Background: an optimization exercise with open tools, aiming at small area. Do not read the settings as production practice. The RTL was checked by simulation tests, not by an equivalence proof against the original design. No run shown here takes its clock network from TritonCTS; it comes from the design's own scripts or RTL. The flow treats the clock pin as an ideal source. Dropping or thinning the clock tree relies on that and would not hold on a real chip. Power is estimated from default activity; no workload was simulated.

**flow/standard.sh**
```bash
#!/bin/bash
# synth_recipe.tcl (not shown) runs the flow's synth.tcl, then flattens the netlist and writes it again
# the make line also repeats each setting of config.mk as NAME=value (left out here)
make -C /OpenROAD-flow-scripts/flow DESIGN_CONFIG=/design/flow/config.mk WORK_HOME=/design/flow/orfs CLKGATE_MAP_FILE= SYNTH_SCRIPT=/design/flow/synth_recipe.tcl "${@:-finish}"
```
**flow/flow/abc_area.script**
```
strash
&get -n
&st
&synch2
&dch -f
&nf -a -R 1000
&put
mfs2 -a
strash
dch -f
amap
mfs2 -a
strash
&get -n
&st
&syn2
&dch -f
&nf -a -R 1000
&put
mfs2 -a
strash
&get -n
&st
&syn2
&dch -f
&nf -a -R 1000
&put
topo
```
**flow/flow/manual_cts.tcl**
```tcl
# Two-level clock tree built by hand in place of TritonCTS: one root buffer
# at the centre of the flip-flops, driving one leaf buffer per cluster of
# flip-flops (clusters from recursive splitting of their locations). Every
# flip-flop sees the same two buffers.
set db [ord::get_db]
set block [ord::get_db_block]
set clk_net [$block findNet clk]
set pts {}
foreach it [$clk_net getITerms] {
  set bb [[$it getInst] getBBox]
  lappend pts [list $it [expr {([$bb xMin] + [$bb xMax]) / 2}] [expr {([$bb yMin] + [$bb yMax]) / 2}]]
}
proc cts_split {pts idx k} {
  set s [lsort -integer -index $idx $pts]
  set n [llength $s]
  set out {}
  for {set i 0} {$i < $k} {incr i} {
    lappend out [lrange $s [expr {$i * $n / $k}] [expr {($i + 1) * $n / $k - 1}]]
  }
  return $out
}
proc cts_centroid {pts} {
  set sx 0
  set sy 0
  foreach p $pts {
    set sx [expr {$sx + [lindex $p 1]}]
    set sy [expr {$sy + [lindex $p 2]}]
  }
  set n [llength $pts]
  return [list [expr {$sx / $n}] [expr {$sy / $n}]]
}
# recursive splitting into equal-count parts, alternating x and y; the part
# counts per level are in MANUAL_CTS_SPLITS
set clusters [list $pts]
set l 0
foreach k $::env(MANUAL_CTS_SPLITS) {
  set next {}
  foreach c $clusters {
    foreach h [cts_split $c [expr {1 + ($l % 2)}] $k] {
      lappend next $h
    }
  }
  set clusters $next
  incr l
}
set buf [$db findMaster $::env(MANUAL_CTS_BUF)]
set rbuf [$db findMaster $::env(MANUAL_CTS_ROOT)]
set root [odb::dbInst_create $block $rbuf clkbuf_root]
set rnet [odb::dbNet_create $block clknet_root]
$rnet setSigType CLOCK
[$root findITerm A] connect $clk_net
[$root findITerm X] connect $rnet
lassign [cts_centroid $pts] cx cy
$root setLocation $cx $cy
$root setPlacementStatus PLACED
set i 0
foreach c $clusters {
  set leaf [odb::dbInst_create $block $buf clkbuf_leaf_$i]
  set lnet [odb::dbNet_create $block clknet_leaf_$i]
  $lnet setSigType CLOCK
  [$leaf findITerm A] connect $rnet
  [$leaf findITerm X] connect $lnet
  foreach p $c {
    set it [lindex $p 0]
    $it disconnect
    $it connect $lnet
  }
  lassign [cts_centroid $c] lx ly
  $leaf setLocation $lx $ly
  $leaf setPlacementStatus PLACED
  puts "manual CTS: clkbuf_leaf_$i drives [llength $c] flip-flops"
  incr i
}
global_connect
```
**flow/design.v**
```verilog
module scc (
    input  wire        clk,
    input  wire        rst,           
    input  wire        cmd_valid,
    input  wire [7:0]  cmd,
    output wire        ready,
    input  wire        ofs_we,
    input  wire [31:0] ofs_wdata,
    output reg  [31:0] ofs,
    output wire [31:0] msf,           
    output reg  [31:0] edc,
    output wire [31:0] status,
    output reg         mem_en,
    output reg         mem_we,
    output reg  [11:0] mem_addr,
    output reg  [7:0]  mem_wdata,
    input  wire [7:0]  mem_rdata
);
    reg        msf_v;                 
    reg [6:0]  msf_f, msf_s;          
    reg [7:0]  msf_m;                 
    reg        sync_ok, form2, blank, addr_ok;
    reg [1:0]  cause;
    wire       err = cause[0] | cause[1];
    reg [7:0]  fcmd;                  
    assign msf    = {6'd0, msf_v, 2'd0, msf_f, 1'b0, msf_s, msf_m};
    assign status = {8'd0, fcmd, 5'd0, cause, err, 4'd0, addr_ok, blank, form2, sync_ok};
    localparam [3:0] S_IDLE  = 4'd0,
                     S_DEC   = 4'd1,
                     S_MSF   = 4'd2,
                     S_WR    = 4'd3,
                     S_CHK   = 4'd4,
                     S_EDC   = 4'd5,
                     S_EDCW  = 4'd6,
                     S_ERD   = 4'd7,
                     S_ELAST = 4'd8,
                     S_EW0   = 4'd9,
                     S_EW1   = 4'd10;
    reg [3:0]  st;
    reg [11:0] a;           
    reg [2:0]  sub;         
    reg [2:0]  mh;          
    reg [7:0]  acc_a;       
    reg [7:0]  acc_b;       
    reg [6:0]  maj;         
    assign ready = (st == S_IDLE);
    wire clr = rst | (ready & cmd_valid & (cmd == 8'hFF));
    wire op_msfenc = ~fcmd[3] & ~fcmd[4] & ~fcmd[5];    
    wire op_clr    = fcmd[4] & ~fcmd[1] & ~fcmd[0];     
    wire op_synth  = fcmd[5];
    wire layer_q   = fcmd[2];                           
    wire [3:0] fq = acc_a[6:3];
    wire [2:0] fr = acc_a[2:0];
    wire [3:0] sq = acc_b[6:3];
    wire [2:0] sr = acc_b[2:0];
    wire [4:0] mq = {acc_b[7], maj[6:3]};
    wire [2:0] mr = maj[2:0];
    wire       bad = acc_a[7];
    function [3:0] dbl5;
        input [2:0] r;
        input       c;
        begin
            case ({r, c})
                4'b000_0: dbl5 = 4'b0_000;
                4'b000_1: dbl5 = 4'b0_001;
                4'b001_0: dbl5 = 4'b0_010;
                4'b001_1: dbl5 = 4'b0_011;
                4'b010_0: dbl5 = 4'b0_100;
                4'b010_1: dbl5 = 4'b1_000;
                4'b011_0: dbl5 = 4'b1_001;
                4'b011_1: dbl5 = 4'b1_010;
                4'b100_0: dbl5 = 4'b1_011;
                default:  dbl5 = 4'b1_100;
            endcase
        end
    endfunction
    wire [4:0]  msf_i = {a[1:0], sub};                
    reg  [18:0] ofs_rev;
    integer     jj;
    always @(*)
        for (jj = 0; jj < 19; jj = jj + 1)
            ofs_rev[jj] = ofs[18 - jj];
    wire        ofs_bit = ofs_rev[msf_i];
    wire [3:0]  fd  = dbl5(fr, ofs_bit);
    wire        cf  = fq[3] | ((fq == 4'd7) & fd[3]);
    wire [3:0]  fqn = {fq[2:0], fd[3]} + {3'd0, cf};
    wire [3:0]  sd  = dbl5(sr, cf);
    wire        cs  = (sq > 4'd5);
    wire [2:0]  sq6 = sq[2:0] - 3'd6;
    wire [3:0]  sqn = {cs ? sq6 : sq[2:0], sd[3]};
    wire [3:0]  md  = dbl5(mr, cs);
    wire [4:0]  mqn = {mq[3:0], md[3]};
    wire        badn = bad | (mq > 5'd9);
    wire        k1  = (sr > 3'd2);
    wire [2:0]  src = k1 ? sr - 3'd3 : sr + 3'd2;
    wire        k2  = k1 & (sq == 4'd11);
    wire [3:0]  sqc = k2 ? 4'd0 : sq + {3'd0, k1};
    wire        k3  = k2 & (mr == 3'd4);
    wire [2:0]  mrc = k3 ? 3'd0 : mr + {2'd0, k2};
    wire [4:0]  mqc = mq + {4'd0, k3};
    wire        badc = bad | (k3 & (mq == 5'd19));
    wire        ofs_bad = bad | (|ofs[31:19]);
    wire [4:0] hq = (a[1:0] == 2'd0) ? mq : (a[1:0] == 2'd1) ? {1'b0, sq} : {1'b0, fq};
    wire [2:0] hr = (a[1:0] == 2'd0) ? mr : (a[1:0] == 2'd1) ? sr : fr;
    wire [3:0] hu = hq[0] ? {1'b0, hr} + 4'd5 : {1'b0, hr};
    wire [7:0] hdr_b = (a[1:0] == 2'd3) ? 8'h02 : {hq[4:1], hu};
    wire       a_lo16 = (a[11:4] == 8'd0);
    wire [7:0] sync_b = (a[3:0] == 4'd0 || a[3:0] == 4'd11) ? 8'h00 : 8'hFF;
    wire [7:0] pat    = ~a_lo16 ? 8'h00 : (a[3:2] == 2'b11) ? hdr_b : sync_b;
    wire [2:0]  bsel   = sub - 3'd1;
    wire        crc_in = (st == S_EDC) & mem_rdata[bsel];
    wire        fb     = edc[0] ^ crc_in;
    wire [31:0] edc_sh = {fb, edc[31:1]} ^ ((fb & (st == S_EDC)) ? 32'h58018001 : 32'd0);
    function [7:0] gf_mul2;
        input [7:0] x;
        gf_mul2 = {x[6:0], 1'b0} ^ (x[7] ? 8'h1D : 8'h00);
    endfunction
    function [7:0] div3;
        input [7:0] x;
        reg [7:0] q;
        reg p7;
        begin
            q[0] = x[0];
            q[1] = q[0] ^ x[1];
            q[2] = q[1] ^ x[2];
            q[3] = q[2] ^ x[3];
            q[4] = q[3] ^ x[4];
            q[5] = q[4] ^ x[5];
            q[6] = q[5] ^ x[6];
            q[7] = q[6] ^ x[7];
            p7 = q[7];
            div3 = {q[7], q[6], q[5], q[4], q[3] ^ p7, q[2], q[1] ^ p7, q[0] ^ p7};
        end
    endfunction
    wire [5:0]  minor   = {mh, sub};
    wire [5:0]  n_last  = layer_q ? 6'd42 : 6'd23;
    wire [6:0]  m_last  = layer_q ? 7'd123 : 7'd113;    
    wire        q_wrap  = (a >= 12'd2160);
    wire        q_high  = (a >= 12'd1388);
    reg  [11:0] k_ecc;
    always @(*) begin
        if (st == S_ERD)
            k_ecc = layer_q ? (q_wrap ? 12'd1948 : 12'd88) : 12'd86;
        else if (!layer_q)
            k_ecc = 12'd2119;
        else if (!maj[0])
            k_ecc = q_high ? 12'd2637 : 12'd777;
        else
            k_ecc = q_high ? 12'd2721 : 12'd861;
    end
    wire [7:0]  p0 = div3(gf_mul2(acc_a) ^ acc_b);
    wire [7:0]  p1 = p0 ^ acc_b;
    wire [8:0]  w1lo  = {1'b0, layer_q, maj} + (layer_q ? 9'd52 : 9'd86);
    wire [11:0] waddr = (st == S_EW1) ? {3'b100, w1lo} : {4'b1000, layer_q, maj};
    reg [11:0] a_end;
    always @(*) begin
        if (st == S_CHK) begin
            case (fcmd[1:0])
                2'd0:    a_end = 12'd11;
                2'd1:    a_end = 12'd23;
                2'd2:    a_end = 12'd2351;
                default: a_end = 12'd15;
            endcase
        end else begin
            if (op_msfenc || fcmd[1])      a_end = 12'd15;     
            else if (fcmd[0])              a_end = 12'd11;     
            else                           a_end = 12'd2351;   
        end
    end
    wire pass_end = (a == a_end) && (sub == 3'd7);
    wire [7:0] chk_exp = pat | {2'b00, (fcmd[1:0] == 2'd1) & a[1] & ~a[0], 5'd0};
    always @(*) begin
        mem_en    = 1'b0;
        mem_we    = 1'b0;
        mem_addr  = a;
        mem_wdata = 8'h00;
        case (st)
            S_WR: begin
                mem_en    = ~op_msfenc;
                mem_we    = 1'b1;
                mem_wdata = op_clr ? 8'h00 : pat;
            end
            S_CHK, S_EDC, S_ERD: mem_en = 1'b1;
            S_EDCW: begin
                mem_en    = (sub == 3'd1);
                mem_we    = 1'b1;
                mem_wdata = edc[7:0];
            end
            S_EW0, S_EW1: begin
                mem_en    = 1'b1;
                mem_we    = 1'b1;
                mem_addr  = waddr;
                mem_wdata = (st == S_EW1) ? p1 : p0;
            end
            default: ;
        endcase
    end
    wire        sub_wrap = &sub;
    wire [2:0]  sub_inc  = {sub[2] ^ (sub[1] & sub[0]), sub[1] ^ sub[0], ~sub[0]};
    wire        in_ecc   = (st == S_ERD) | (st == S_ELAST) | (st == S_EW0) | (st == S_EW1);
    wire        a_step   = ((st == S_ERD) & (minor != n_last)) | (st == S_EW1);
    wire [11:0] k_add    = a_step ? k_ecc : 12'd0;
    wire        cin_a    = ~in_ecc & sub_wrap;
    reg  [11:0] a_sum;
    reg         cy;
    integer     ii;
    always @(*) begin
        cy = cin_a;
        for (ii = 0; ii < 12; ii = ii + 1) begin
            a_sum[ii] = a[ii] ^ k_add[ii] ^ cy;
            cy        = (a[ii] & k_add[ii]) | (cy & (a[ii] ^ k_add[ii]));
        end
    end
    wire [14:0] c_inc = {a_sum, sub_inc};
    always @(posedge clk) begin
        if (clr) begin
            ofs     <= 32'd0;
            msf_v   <= 1'b0;
            msf_f   <= 7'd0;
            msf_s   <= 7'd0;
            msf_m   <= 8'd0;
            edc     <= 32'd0;
            sync_ok <= 1'b0;
            form2   <= 1'b0;
            blank   <= 1'b0;
            addr_ok <= 1'b0;
            cause   <= 2'd0;
            fcmd    <= 8'd0;
        end
        {a, sub} <= c_inc;
        mh       <= mh + {2'd0, sub_wrap};
        if (rst) begin
            st <= S_IDLE;
        end else begin
            case (st)
            S_IDLE: begin
                if (ofs_we)
                    ofs <= ofs_wdata;
                if (cmd_valid && cmd != 8'hFF && !err) begin
                    fcmd <= cmd;
                    st   <= S_DEC;
                end
            end
            S_DEC: begin
                {a, sub} <= 15'd0;
                acc_a    <= 8'd0;
                acc_b    <= 8'd0;
                maj      <= 7'd0;
                mh       <= 3'd0;
                case (fcmd)
                    8'h01, 8'h0B, 8'h12, 8'h20: st <= S_MSF;
                    8'h02: begin
                        a  <= 12'd16;
                        st <= S_EDC;
                    end
                    8'h03, 8'h04: begin
                        a   <= 12'd12;
                        maj <= fcmd[2] ? 7'd72 : 7'd28;
                        st <= S_ERD;
                    end
                    8'h08: begin sync_ok <= 1'b1; st <= S_CHK; end
                    8'h09: begin form2 <= 1'b1; a <= 12'd16; st <= S_CHK; end
                    8'h0A: begin blank <= 1'b1; a <= 12'd16; st <= S_CHK; end
                    8'h10, 8'h11: st <= S_WR;
                    default: begin
                        cause <= 2'd2;
                        st    <= S_IDLE;
                    end
                endcase
            end
            S_MSF: begin
                {a, sub} <= c_inc;
                if (msf_i < 5'd19) begin
                    acc_a <= {badn, fqn, fd[2:0]};
                    acc_b <= {mqn[4], sqn, sd[2:0]};
                    maj   <= {mqn[3:0], md[2:0]};
                end else if (msf_i == 5'd19) begin
                    acc_a[7] <= badc;
                    acc_b    <= {mqc[4], sqc, src};
                    maj      <= {mqc[3:0], mrc};
                end else begin
                    {a, sub} <= {12'd12, 3'd0};
                    if (ofs_bad) begin
                        cause <= 2'd1;
                        st    <= S_IDLE;
                    end else if (fcmd[3]) begin       
                        addr_ok <= 1'b1;
                        st      <= S_CHK;
                    end else begin
                        st <= S_WR;
                        if (op_synth) begin
                            edc      <= 32'd0;
                            {a, sub} <= 15'd0;
                        end
                    end
                end
            end
            S_WR: begin
                {a, sub} <= c_inc;
                if (op_msfenc) begin
                    case (a[1:0])
                        2'd0: msf_m <= hdr_b;
                        2'd1: msf_s <= hdr_b[6:0];
                        2'd2: msf_f <= hdr_b[6:0];
                        default: msf_v <= 1'b1;
                    endcase
                end
                if (pass_end) begin
                    if (op_synth) begin
                        {a, sub} <= {12'd12, 3'd0};
                        acc_a    <= 8'd0;
                        acc_b    <= 8'd0;
                        maj      <= 7'd28;
                        mh       <= 3'd0;
                        st       <= S_ERD;
                    end else begin
                        fcmd <= 8'd0;
                        st   <= S_IDLE;
                    end
                end
            end
            S_CHK: begin
                {a, sub} <= c_inc;
                if (sub != 3'd0 && mem_rdata != chk_exp) begin
                    case (fcmd[1:0])
                        2'd0: sync_ok <= 1'b0;
                        2'd1: form2   <= 1'b0;
                        2'd2: blank   <= 1'b0;
                        default: addr_ok <= 1'b0;
                    endcase
                end
                if (pass_end) begin
                    fcmd <= 8'd0;
                    st   <= S_IDLE;
                end
            end
            S_EDC: begin
                {a, sub} <= c_inc;
                if (a == 12'd16 && sub == 3'd0)
                    edc <= 32'd0;
                else
                    edc <= edc_sh;
                if (a == 12'd2072)
                    st <= S_EDCW;
            end
            S_EDCW: begin
                {a, sub} <= c_inc;
                edc <= edc_sh;
                if (a == 12'd2076) begin
                    fcmd <= 8'd0;
                    st   <= S_IDLE;
                end
            end
            S_ERD: begin
                if (minor != 6'd0) begin
                    acc_a <= gf_mul2(acc_a ^ mem_rdata);
                    acc_b <= acc_b ^ mem_rdata;
                end
                if (minor == n_last)
                    st <= S_ELAST;
            end
            S_ELAST: begin
                acc_a <= gf_mul2(acc_a ^ mem_rdata);
                acc_b <= acc_b ^ mem_rdata;
                st    <= S_EW0;
            end
            S_EW0: st <= S_EW1;
            S_EW1: begin
                acc_a     <= 8'd0;
                acc_b     <= 8'd0;
                {mh, sub} <= 6'd0;
                maj       <= maj + 7'd1;
                st        <= S_ERD;
                if (maj == m_last) begin
                    maj <= 7'd72;
                    a   <= 12'd12;
                    if (op_synth && !layer_q) begin
                        fcmd[2] <= 1'b1;
                    end else begin
                        fcmd <= 8'd0;
                        st   <= S_IDLE;
                    end
                end
            end
            default: st <= S_IDLE;
            endcase
        end
    end
endmodule
```
**flow/flow/run.sh**
```bash
#!/bin/bash
# Own layout flow: the standard ORFS flow with
#  - an area-oriented ABC mapping script (registers are mapped exactly as in
#    the standard synthesis; only the combinational mapping differs),
#  - no full-adder extraction before ABC,
#  - minimum-size port buffers,
#  - one tie cell for all constant outputs (no tie fan-out repair),
#  - repair aiming at the library's own slew and capacitance limits,
#  - a two-level clock tree built by hand (flow/manual_cts.tcl): one root
#    buffer and one leaf buffer per cluster of flip-flops.
# Each tool's full output is kept in a log file in this folder.
set -uo pipefail
W=$(pwd)
rm -rf "$W/scripts_local"
cp -r "$FLOW_HOME/scripts" "$W/scripts_local"
cp "$W/flow/abc_area.script" "$W/scripts_local/abc_area.script"
cp "$W/flow/manual_cts.tcl" "$W/scripts_local/manual_cts.tcl"
sed -i 's|^log_cmd clock_tree_synthesis {\*}\$cts_args|source $::env(SCRIPTS_DIR)/manual_cts.tcl|' "$W/scripts_local/cts.tcl"
grep -q manual_cts "$W/scripts_local/cts.tcl" || exit 3
bash "$W/standard.sh" \
    "SCRIPTS_DIR=$W/scripts_local" \
    ABC_AREA=1 \
    SLEW_MARGIN=0 \
    CAP_MARGIN=0 \
    SKIP_REPAIR_TIE_FANOUT=1 \
    ADDER_MAP_FILE= \
    "BUFFER_PORTS_ARGS=-buffer_cell sky130_fd_sc_hd__buf_1" \
    MANUAL_CTS_BUF=sky130_fd_sc_hd__clkbuf_8 \
    MANUAL_CTS_ROOT=sky130_fd_sc_hd__clkbuf_16 \
    "MANUAL_CTS_SPLITS=3 2 2" \
    finish > "$W/orfs_make.log" 2>&1
rc=$?
tail -40 "$W/orfs_make.log"
exit $rc
```
**flow/config.mk**
```make
export PLATFORM = sky130hd
export DESIGN_NAME = scc
export DESIGN_NICKNAME = scc
export VERILOG_FILES = /design/flow/design.v
export SDC_FILE = /design/flow/constraint.sdc
export NUM_CORES = 4
export LEC_CHECK = 0
export CAP_MARGIN = 20
export CORE_MARGIN = 2
export CORE_UTILIZATION = 40
export PLACE_DENSITY = 0.6
export SLEW_MARGIN = 20
```
**flow/constraint.sdc**
```tcl
create_clock -name core_clock -period 27.0 [get_ports {clk}]
set_input_delay 5.4000 -clock core_clock [delete_from_list [all_inputs] [get_ports {clk}]]
set_output_delay 5.4000 -clock core_clock [all_outputs]
set_load 0.01 [all_outputs]
```
==> run notes, run 1 <==
status complete, no violations; Via density about 5.9; Yosys warnings 1; HPWL Detailed between 20 and 25 mm; gp weighted congestion between 0.9 and 1; worst-path cell chain buf_1, mux2_1, o311ai_0, xor2_1, nor3_1, xor2_1, nand2_1, o221ai_1, buf_1; Pwr Total about 840 µW; chip width approximately 150 µm; Synth Cell Area approximately 0.0083 mm²; area of the core between 0.02 and 0.025 mm²; Top Usage Layer GRT met2; CTS resizes 0; worst reg-to-reg path cell count 19; async set-reset flop share out of synthesis 0%; worst r2r src st[0]; Via Count 8413; Hold WC Path Type reg2reg; M1 GR Usage between 30% and 40%; Max Clk Rate between 70 and 80 MHz; final setup vio count 0; drc violations 0; synthesis-to-layout area growth 12.8%; Hold Path Sink msf_f[3]; Worst setup EP type output port; Worst-Skew Late Latency 0.40 ns; flop2flop setup slack approximately 21 ns; flops & latches, synth ~150; Synth area leaders dfxtp_1, edfxtp_1, a22o_1; Final nets 1212; worst setup path class in2out; Placed Area just over 0.009 mm²; power per cell area between 80 and 90 mW/mm²; period utilization ~52%; largest net degree at the start of global routing 33; CTS clk-pin slew, worst paths roughly 0.070 ns; Starting Density approximately 41%; Max-Cap Viols 0; Final Hold Violating Endpoints 0; unrepaired setup endpoints after global routing false; Final Max Slew Viols 0; Avg WL per Cell ~19 µm; Synth area leader dfxtp_1; Synth Instances between 900 and 1000; Port Buffers roughly 180; Worst path slowest cell o311ai_0; clk_skew 0.0273 ns; Post-synth EDFFs 23; post-route ant nets 0; WHS around 0.47 ns; layout cell share with drive strength beyond 1 about 2.7%; minimum clock period after layout 13.91 ns; worst hold stages 2; first-pass GRT wire length around 43 mm; FILL cells about 2100; post-CTS setup buffer count 0; syn avg cell area about 8.4 µm²; CP max stage delay between 0.8 and 0.9 ns; grt met3 use between 3 and 4%; Setup crit start kind primary input; WL final 27.8 mm; Iter 0 DRT Violations 859; Seq/Total Area, Yosys about two fifths; P_leak 3.24 nW; full die area 0.0219 mm²; I/O pins approximately 200; syn_nets roughly 1000; Post-synth top flop dfxtp_1; Finished Cell Area between 0.009 and 0.01 mm²; critical path fanouts, max 6; ANT cells 0; WP data arrival ~8.5 ns; hold buffers post-CTS 0; vias in the first global route about 7600; Cell Rows 52; hold path start msf_f[3]; Synth cell types between 50 and 60; peak supply drop between 0.00004 and 0.00005 V; DIE HEIGHT between 100 and 150 µm; drt first pass iters 6; Synth top area share between 20 and 30%; initial antenna violation count 0; RR Endpoint a[10]; Crit path required time around 22 ns; GRT Total Usage between 20% and 30%; slew of the pin with the lowest slew margin around 1.2 ns; Max-slew headroom about 18%; Setup TNS 0 ns; Overflow after GRT 0; M2 GR Usage between 30% and 40%
-- worst max-delay path by stage --
stage,start,endpoint
floorplan,mem_rdata[3],mem_wdata[1]
global placement,mem_rdata[7],mem_wdata[1]
detailed placement,mem_rdata[7],mem_wdata[1]
CTS,mem_rdata[7],mem_wdata[1]
global route,mem_rdata[7],mem_wdata[1]
finish,mem_rdata[7],mem_wdata[1]
-- worst max-delay path, delay by kind of cell --
family | cells | cell delay [ns]
mux | 1 | 0.32
simple gates | 2 | 0.99
xor+xnor | 2 | 0.42
compound gates | 2 | 1.00
buf+inv | 2 | 0.38
-- registers in the layout (all words and copies together) (netlist names), 2 cells and up --
signal,cells
sub,3
ofs,32
mh,3
cause,2
maj,7
st,4
acc_b,8
fcmd,8
edc,32
msf_s,7
acc_a,8
msf_f,7
msf_m,8
a,12
-- per-stage QoR --
step	util (%)	std cells	setup WS, ns
3_5_place_dp	45.1	1415	13.10
5_1_grt	46.0	1428	12.84
2_1_floorplan	-	990	14.40
6_report	46.0	1428	13.09
3_3_place_gp	45.1	1415	13.33
4_1_cts	46.0	1428	13.10
-- cell usage in the layout, fill, tap and decap left out, types with 14 or more instances in the layout --
| cell | n |
|---|---|
| buf_1 | 176 |
| o22ai_1 | 15 |
| clkinv_1 | 16 |
| nand2_1 | 98 |
| a22oi_1 | 17 |
| a22o_1 | 70 |
| nand2b_1 | 14 |
| a21oi_1 | 70 |
| dfxtp_1 | 123 |
| nand3_1 | 40 |
| o21ai_0 | 102 |
| edfxtp_1 | 23 |
| nor3_1 | 32 |
| xnor2_1 | 57 |
| nor2_1 | 87 |
| xor2_1 | 23 |
-- cell families after synthesis --
family	count (synthesis)	synth area share, %
AO/OA/AOI/OAI	354	28.2
XOR/XNOR	80	8.46
adder cells (fa/ha/maj)	7	0.846
buffers and inverters	50	3.81
flip-flops	146	38.1
multiplexers	7	0.861
other	1	0.0453
AND/OR/NAND/NOR	345	19.7
-- layer usage --
| metal | share of wire, % | wire [µm] | vias to the layer above |
|---|---|---|---|
| met5 | 0 | 0 | - |
| met2 | 43 | 12000 | 412 |
| li1 | - | - | 4048 |
| met3 | 8.3 | 2320 | 54 |
| met1 | 45 | 12600 | 3899 |
| met4 | 3.1 | 869 | 0 |
-- where the power goes --
group,switching [mW],internal [mW],total (mW)
clock network,0.0740,0.0467,0.121
logic,0.241,0.154,0.395
registers,0.0635,0.257,0.321
total,0.379,0.458,0.837
-- layout make-up --
class | count | area, µm² | area share [%]
Buffer | 13 | 190 | 2.04
Timing Repair Buffer | 189 | 758 | 8.12
Tap cell | 270 | 338 | 3.62
Multi-Input combinational cell | 794 | 4840 | 51.8
Sequential cell | 146 | 3150 | 33.7
Inverter | 16 | 60.1 | 0.643
-- synthesized netlist by cell type, types with 11 or more instances --
cell type  count
dfxtp_1      123
o21ai_0      103
nand2_1       98
nor2_1        88
a21oi_1       71
a22o_1        70
xnor2_1       57
nand3_1       40
buf_4         34
nor3_1        32
edfxtp_1      23
xor2_1        23
a22oi_1       17
clkinv_1      16
o22ai_1       15
nand2b_1      14
and3_1        13
a31oi_1       12
nor2b_1       11
==> run 2, diff against run 1 <==
--- a/flow/flow/run.sh
+++ b/flow/flow/run.sh
@@ -1,7 +1,9 @@
 #!/bin/bash
 # Own layout flow: the standard ORFS flow with
-#  - an area-oriented ABC mapping script (registers are mapped exactly as in
-#    the standard synthesis; only the combinational mapping differs),
+#  - an area-oriented ABC script (deep AIG synthesis, then area mapping);
+#    registers are mapped exactly as in the standard synthesis, only the
+#    combinational logic is mapped differently,
 #  - no full-adder extraction before ABC,
+#  - a denser floorplan and placement,
 #  - minimum-size port buffers,
 #  - one tie cell for all constant outputs (no tie fan-out repair),
@@ -21,4 +23,6 @@
     "SCRIPTS_DIR=$W/scripts_local" \
     ABC_AREA=1 \
+    CORE_UTILIZATION=75 \
+    PLACE_DENSITY=0.9 \
     SLEW_MARGIN=0 \
     CAP_MARGIN=0 \
==> flow/flow/abc_area.script (replaced) <==
strash
&get -n
&st
&deepsyn -T 60
&put
strash
&get -n
&st
&dch -f
&nf -a -R 1000
&put
mfs2 -a
strash
dch -f
amap
mfs2 -a
strash
&get -n
&st
&dch -f
&nf -a -R 1000
&put
topo
==> run 2 against run 1 <==
  * Die area fell by 48%
  * Highest routed layer unchanged
  * Clock skew down 0.0063 ns
  * Register-to-register slack got worse by 0.04 ns
  * Largest power group unchanged
  * Critical path type is now reg2out
  * Design area fell by 6.0%
  * Routed wire length down 1.2%
==> run notes, run 2 <==
Synth area leader dfxtp_1 (unchanged); status complete, no violations (unchanged); Post-Place Setup Slack 17.72 ns (was 13.10 ns); Starting Density 77.0% (was 40.8%); Hold Path Sink msf_s[5] (was msf_f[3]); commonest non-fill, non-tap cell in the layout buf_1 (unchanged); Overflow after GRT 0 (unchanged); Final Max Slew Viols 0 (unchanged); Iter 0 DRT Violations 1456 (was 859); area of the core 0.0103 mm² (was 0.0203 mm²); Avg WL per Cell 22.0 µm (was 19.5 µm); routed length on met1 9.88 mm (was 12.6 mm); FILL cells 609 (was 2089); Max-Cap Viols 0 (unchanged); Worst setup EP type output port (unchanged); GRT Total Usage 47.0% (was 24.3%); WL final 27.5 mm (was 27.8 mm); ANT cells 0 (unchanged); RR Endpoint a[10] (unchanged); synthesis-to-layout area growth 10.4% (was 12.8%); Final nets 1165 (was 1212); Setup crit start kind flop (was primary input); dpl cells 1234 (was 1415); Via Count 8928 (was 8413); hold buffers post-CTS 0 (unchanged); Yosys warnings 1 (unchanged); Max Clk Rate 102 MHz (was 71.9 MHz); clk_skew 0.0211 ns (was 0.0273 ns); critical path fanouts, max 8 (was 6); largest net degree at the start of global routing 34 (was 33); Finished Cell Area 0.00878 mm² (was 0.00934 mm²); Setup TNS 0 ns (unchanged); worst reg-to-reg path cell count 22 (was 19); Crit path required time 21.60 ns (about the same); peak supply drop 0.0000647 V (was 0.0000494 V); Synth top area share 31.0% (was 29.7%); Worst-Skew Late Latency 0.38 ns (was 0.40 ns); WP data arrival 4.37 ns (was 8.51 ns); most common library cells after synthesis dfxtp_1, nor2_1, nand2_1, a22o_1, o21ai_0 (was dfxtp_1, o21ai_0, nand2_1, nor2_1, a21oi_1); layout cell share with drive strength beyond 1 2.07% (was 2.68%); syn_nets 1001 (was 1042); initial antenna violation count 0 (unchanged); slew of the pin with the lowest slew margin 1.30 ns (was 1.22 ns); flop2flop setup slack 20.96 ns (was 21.00 ns); full die area 0.0114 mm² (was 0.0219 mm²); Synth Instances 949 (was 990); power per cell area 100 mW/mm² (was 89.6 mW/mm²); CTS clk-pin slew, worst paths 0.08 ns (was 0.07 ns); drt first pass iters 8 (was 6); most frequent cells in the layout buf_1, dfxtp_1, nor2_1 (was buf_1, dfxtp_1, o21ai_0); post-CTS setup buffer count 0 (unchanged); Hold WC Path Type reg2reg (unchanged); I/O pins 203 (unchanged); Post-synth top flop dfxtp_1 (unchanged); async set-reset flop share out of synthesis 0% (unchanged); drc violations 0 (unchanged); syn avg cell area 8.38 µm² (was 8.36 µm²); Seq/Total Area, Yosys 39.6% (was 38.1%); Synth Cell Area 0.00795 mm² (was 0.00828 mm²); largest registers edc (32), ofs (32), a (12) (unchanged); post-layout util 85.1% (was 46.0%); worst r2r src st[2] (was st[0]); cell with the most instances after synthesis dfxtp_1 (unchanged); Cell Rows 37 (was 52); Port Buffers 176 (unchanged); first-pass GRT wire length 43.1 mm (about the same); unrepaired setup endpoints after global routing false (unchanged); HPWL Detailed 20.0 mm (was 20.6 mm); worst setup path class reg2out (was in2out); Post-synth EDFFs 23 (unchanged); Synth area leaders dfxtp_1, a22o_1, edfxtp_1 (was dfxtp_1, edfxtp_1, a22o_1); vias in the first global route 8196 (was 7636); DIE HEIGHT 107 µm (was 148 µm); Max Used Layer met4 (unchanged); flops & latches, synth 146 (unchanged); minimum clock period after layout 9.77 ns (was 13.91 ns); Max-slew headroom 12.9% (was 18.3%); P_leak 3.15 nW (was 3.24 nW); Via density 7.16 (was 5.89); chip width 107 µm (was 148 µm); Final Worst Setup Slack 17.23 ns (was 13.09 ns); Placed Area 0.00859 mm² (was 0.00915 mm²); Routed met3 length 3.82 mm (was 2.32 mm); non-filler instance count after layout 1247 (was 1428); final setup vio count 0 (unchanged); DR WL met2 12.2 mm (was 12.0 mm); CTS resizes 0 (unchanged); period utilization 36.2% (was 51.5%); hold path start msf_s[5] (was msf_f[3]); post-route ant nets 0 (unchanged); worst hold stages 1 (was 2); Synth cell types 54 (was 59); gp weighted congestion 1.05 (was 0.951); Final Hold Violating Endpoints 0 (unchanged)
-- run 2: cell types whose count changed after synthesis, sizes merged, moves of 7 or more --
cell,before,now
o21ai,103,72
nand3,40,30
and3,13,4
nor2,88,117
o211ai,3,10
a22o,70,86
xnor2,57,29
-- run 2: cells by family (layout without fill, tap and decap cells) --
kind of cell / Yosys count / in the layout / synth area share [%]
buf+inv: 48 / 210 / 3.87
flops: 146 / 146 / 39.6
other cells: 1 / 1 / 0.0472
xor+xnor: 55 / 55 / 6.06
fa+ha+maj: 3 / 3 / 0.378
compound gates: 336 / 336 / 28.9
mux: 3 / 3 / 0.378
simple gates: 357 / 357 / 20.7
-- run 2: routing by layer --
metal | GRT usage [%] | up-vias
met4 | 21.6 | 0
met5 | 0 | -
li1 | - | 3883
met2 | 76.1 | 831
met1 | 59.6 | 4069
met3 | 11.0 | 145
-- run 2: how the worst max path moves through the flow --
stage | startpoint | end | slack (ns) | depth (start not counted)
4_1_cts | acc_b[1] | mem_wdata[1] | 17.71 | 16
6_report | acc_b[0] | mem_wdata[1] | 17.23 | 16
2_1_floorplan | acc_b[1] | mem_wdata[1] | 18.21 | 14
3_5_place_dp | acc_b[1] | mem_wdata[1] | 17.72 | 16
5_1_grt | acc_b[1] | mem_wdata[1] | 16.90 | 16
3_3_place_gp | acc_b[0] | mem_wdata[1] | 17.81 | 16
-- run 2: per-stage QoR --
stage,hold slack (ns),power [mW]
floorplan,0.426,0.619
global placement,0.441,0.728
detailed placement,0.454,0.742
CTS,0.462,0.833
global route,0.493,0.924
finish,0.478,0.881
-- run 2: worst max-delay path, cell delays in order (launching register included) --
cell and delay (ns):
edfxtp_1 0.52, xor2_1 0.31, xnor2_1 0.15, xnor2_1 0.28, xor2_1 0.25, xor2_1 0.25
xnor2_1 0.16, xnor2_1 0.31, xnor2_1 0.16, xnor2_1 0.24, xnor2_1 0.19, xnor2_1 0.19
xor2_1 0.39, xor2_1 0.22, a31oi_1 0.10, o21ai_0 0.10, buf_1 0.16
-- run 2: layout make-up --
cell class	instances	area [µm²]	area share (%)
timing repair buffer	183	713	8.12
sequential	146	3150	35.9
tap	136	170	1.94
inverter	14	52.6	0.598
multi-input combinational	755	4500	51.3
buffer	13	190	2.17
-- run 2: power breakdown --
group	internal [mW]	leakage, nW	total (mW)	switching (mW)
Sequential	0.264	1.22	0.335	0.0710
Combinational	0.152	1.84	0.426	0.274
Clock	0.0468	0.0986	0.120	0.0731

-- static timing again, ports no longer ideal --
Ports are ideal in the flow. The routed layouts listed here were re-timed in OpenROAD.
Step 1, drivers: a clkbuf_16 drives clk and a buf_2 each remaining input, both assumed.
Step 2 adds t to the input delays and takes it off the output delays; t is the mean of the earliest and latest rising clock arrival at the registers after step 1. Input paths then give back, and output paths get back, about the clock's delay inside the block.
Three values: ideal, step 1, step 2; two values: the first two.
run | t (ns) | setup slack, ns | worst setup path at the end
run 1 | 0.433 | 13.091 / 13.071 / 13.071 | input to output
run 2 | 0.417 | 17.234 / 17.190 / 17.608 | register to output
After both steps setup and hold are still met in every run listed. For run 1, which loses most, drivers alone change the setup slack by -0.020 ns; drivers and shift together by -0.020 ns.
